Background: an optimization exercise with open tools, aiming at small area, a short achievable clock period and few clock cycles. Do not read the settings as production practice. Only simulation tests tie the RTL to the original design; equivalence was not proved. Power is estimated from default activity; no workload was simulated.

Design delta_codec, start of the top module:
module delta_codec (
    input  wire       clk,
    input  wire       rst,
    input  wire       enc_in_valid,
    output wire       enc_in_ready,
    input  wire [7:0] enc_in_data,
    input  wire       enc_in_last,
    input  wire [3:0] enc_in_cs,
    output wire       enc_out_valid,
    input  wire       enc_out_ready,
    output wire [7:0] enc_out_data,
    output wire       enc_out_last,
    input  wire       dec_in_valid,
    output wire       dec_in_ready,
    input  wire [7:0] dec_in_data,
    input  wire       dec_in_last,
    input  wire [3:0] dec_in_cs,
    output wire       dec_out_valid,
    input  wire       dec_out_ready,
    output wire [7:0] dec_out_data,
    output wire       dec_out_end
);
For scale: about 1,600 cells after synthesis, ~130 flip-flops, about 54 I/O pins, roughly 11,000 um2 of cells after synthesis.
clock: 6.0 ns
lec_check: 0
abc_area: 1
cap_margin: 20
core_margin: 2
core_utilization: 40
setup_slack_margin: 2.2
slew_margin: 20
run.sh (not shown) runs the stock make flow with config.mk's settings and CLKGATE_MAP_FILE= SYNTH_SCRIPT=/design/flow/synth_recipe.tcl, a recipe that flattens the netlist after the stock synthesis.
Testbench counts at the start, summed over its fixed seeds: cycles 20,445.
==> next run, changes <==
--- a/flow/design.v
+++ b/flow/design.v
@@ -90,40 +90,44 @@
         .c(c), .ovf(ovf), .unf(unf), .over(!fits), .under(under),
         .c_next(c_upd), .ovf_next(ovf_upd), .unf_next(unf_upd)
     );
     wire le8      = (cnt[5:4] == 2'd0) && (!cnt[3] || cnt[2:0] == 3'd0);
     wire ge8      = (cnt[5:3] != 3'd0);
     wire free     = !ov || out_ready;
     wire rd_final = fin && le8;
     wire rd       = free && (fin || ge8);
-    wire [38:0] x  = {acc[30:0], 8'd0};
-    wire [22:0] s4 = cnt[4] ? x[38:16] : x[22:0];
+    wire [38:0] xw = {acc[30:0], 8'd0};
+    wire [22:0] s4 = cnt[4] ? xw[38:16] : xw[22:0];
     wire [14:0] s3 = cnt[3] ? s4[22:8] : s4[14:0];
     wire [10:0] s2 = cnt[2] ? s3[14:4] : s3[10:0];
     wire [8:0]  s1 = cnt[1] ? s2[10:2] : s2[8:0];
     wire [7:0]  s0 = cnt[0] ? s1[8:1]  : s1[7:0];
     wire [7:0]  rbyte = cnt[5] ? acc[31:24] : s0;
     wire       rdf    = rd && rd_final;
-    wire [5:0] cnt_a  = cnt + (app ? {3'd0, ce} + 6'd1 : 6'd0);
     wire       up8    = app && sent;
     wire       dn8    = rd && !rd_final;
-    wire [2:0] hi_adj = (up8 && !dn8) ? 3'd1 : ((dn8 && !up8) ? 3'd7 : 3'd0);
-    wire [5:0] cnt_n  = rdf ? 6'd0 : {cnt_a[5:3] + hi_adj, cnt_a[2:0]};
+    wire       inc8   = up8 && !dn8;
+    wire       dec8   = dn8 && !up8;
+    wire [5:0] x      = app ? cnt + {3'd0, ce} + 6'd1 : cnt;
+    wire [2:0] xh_p   = x[5:3] + 3'd1;
+    wire [2:0] xh_m   = x[5:3] - 3'd1;
+    wire [5:0] cnt_n  = rdf  ? 6'd0 :
+                        inc8 ? {xh_p, x[2:0]} :
+                        dec8 ? {xh_m, x[2:0]} : x;
     wire v1_n     = in_fire || (v1 && !consume);
-    wire first1_n = in_fire ? !open : first1;
     wire last1_n  = in_fire ? in_last : last1;
     wire term_n   = app ? (!term && last1) : term;
-    wire fin_n    = (app && term) || (fin && !(rd && rd_final));
-    wire [2:0] cb = (first1_n && !term_n) ? 3'd7 : ((c == 3'd7) ? 3'd7 : c + 3'd1);
-    wire [5:0] sb = cnt + (app ? {3'd0, ce} + 6'd1 : 6'd0) + {3'd0, cb};
-    wire room_n   = rdf ? 1'b1 :
-                    (up8 && !dn8) ? (sb <= 6'd15) :
-                    ((dn8 && !up8) ? (sb <= 6'd31) : (sb <= 6'd23));
-    wire rdy_n    = !v1_n || (!fin_n && room_n && (term_n || !last1_n));
+    wire fin_n    = (app && term) || (fin && !rdf);
+    wire [2:0] cb  = (!open || first1 || c == 3'd7) ? 3'd7 : c + 3'd1;
+    wire [5:0] thr = 6'd23 - {3'd0, cb};
+    wire room_n    = rdf  ? 1'b1 :
+                     inc8 ? (x + 6'd8 <= thr) :
+                     dec8 ? (x <= thr + 6'd8) : (x <= thr);
+    wire rdy_n     = !v1_n || (!fin_n && room_n && (term_n || !last1_n));
     always @(posedge clk) begin
         if (rst) begin
             v1   <= 1'b0;
             open <= 1'b0;
             term <= 1'b0;
             fin  <= 1'b0;
             cnt  <= 6'd0;
             ov   <= 1'b0;
@@ -242,20 +246,31 @@
     wire       ending  = term || exhaust;
     wire       in_fire = in_valid && rdy;
     wire [2:0] c_upd;
     wire [1:0] ovf_upd, unf_upd;
     delta_ctl u_ctl (
         .c(c), .ovf(ovf), .unf(unf), .over(is_sent), .under(under),
         .c_next(c_upd), .ovf_next(ovf_upd), .unf_next(unf_upd)
     );
-    wire [4:0] cnt_lo = step ? diff[4:0] : cnt;
     wire       dn8    = step && is_sent;
-    wire [1:0] hi_adj = (in_fire && !dn8) ? 2'd1 : ((dn8 && !in_fire) ? 2'd3 : 2'd0);
-    wire [4:0] cnt_n  = {cnt_lo[4:3] + hi_adj, cnt_lo[2:0]};
+    wire       inc8   = in_fire && !dn8;
+    wire       dec8   = dn8 && !in_fire;
+    wire [4:0] ya     = cnt;
+    wire [4:0] yb     = diff[4:0];
+    wire [1:0] ya_p   = ya[4:3] + 2'd1;
+    wire [1:0] ya_m   = ya[4:3] - 2'd1;
+    wire [1:0] yb_p   = yb[4:3] + 2'd1;
+    wire [1:0] yb_m   = yb[4:3] - 2'd1;
+    wire [4:0] cnt_na = inc8 ? {ya_p, ya[2:0]} : (dec8 ? {ya_m, ya[2:0]} : ya);
+    wire [4:0] cnt_nb = inc8 ? {yb_p, yb[2:0]} : (dec8 ? {yb_m, yb[2:0]} : yb);
+    wire [4:0] cnt_n  = step ? cnt_nb : cnt_na;
+    wire       lea    = inc8 ? (ya <= 5'd12) : (dec8 ? 1'b1 : (ya <= 5'd20));
+    wire       leb    = inc8 ? (yb <= 5'd12) : (dec8 ? 1'b1 : (yb <= 5'd20));
+    wire       le20_c = step ? leb : lea;
     reg  [1:0] st_n;
     reg  [4:0] cnt_nx;
     reg        sl_n;
     always @* begin
         st_n   = st;
         cnt_nx = cnt;
         sl_n   = seen_last;
         case (st)
@@ -273,17 +288,17 @@
                 end else begin
                     cnt_nx = cnt_n;
                     if (in_fire) sl_n = in_last;
                     if (step && anch) st_n = DS_CODE;
                 end
             end
         endcase
     end
-    wire le20_n = !cnt_nx[4] || (!cnt_nx[3] && (!cnt_nx[2] || cnt_nx[1:0] == 2'd0));
+    wire le20_n = !parsing || ending || le20_c;
     wire rdy_n  = (st_n == DS_IDLE) || (st_n == DS_DRAIN) || (!sl_n && le20_n);
     always @(posedge clk) begin
         if (rst) begin
             st        <= DS_IDLE;
             cnt       <= 5'd0;
             seen_last <= 1'b0;
             ov        <= 1'b0;
             rdy       <= 1'b1;
Effect:
- The new run completed without violations
- final cell count rose by 1.6%
- design area rose by about 0.35%
- setup slack improves by 0.020 ns
- synthesized cell count rose by 2.2%
- first-iteration DRC count rose by 22%
- critical path depth rose by 8
- sequential power stays flat
- via count rose by about 2.6%
- die area hardly moves
- maximum frequency rose by 0.55%
- count of clock-buffer cells in the layout is unchanged
Testbench counts after the change, summed over its fixed seeds: cycles 20,445.

[re-timing with driven ports]
The flow's constraints put no driver on any port. The routed layouts listed below were extracted and timed again, unchanged, in two steps.
Step 1 (the two cells are an assumption about what drives the block):
set clk [get_ports {clk}]
set_driving_cell -lib_cell sky130_fd_sc_hd__clkbuf_16 $clk
set_driving_cell -lib_cell sky130_fd_sc_hd__buf_2 [delete_from_list [all_inputs] $clk]
Step 2 adds t to the input delays and takes it off the output delays; t is the mean of the earliest and latest rising clock arrival at the registers after step 1. Input paths then give back, and output paths get back, about the clock's delay inside the block.
Three values: ideal, step 1, step 2; two values: the first two.
run | t, ns | setup WS [ns] | hold slack, ns | clock arrival spread, ns | pins driven straight from the clock port
the first run | 0.482 | 2.363 / 2.362 / 2.068 | 0.465 / 0.465 / 0.465 | 0.017 / 0.017 | 1
the second run | 0.475 | 2.383 / 2.383 / 2.383 | 0.455 / 0.455 / 0.455 | 0.016 / 0.015 | 1
After both steps setup and hold are still met in every run listed. For the first run, which loses most, drivers alone change the setup slack by -0.001 ns; drivers and shift together by -0.295 ns.
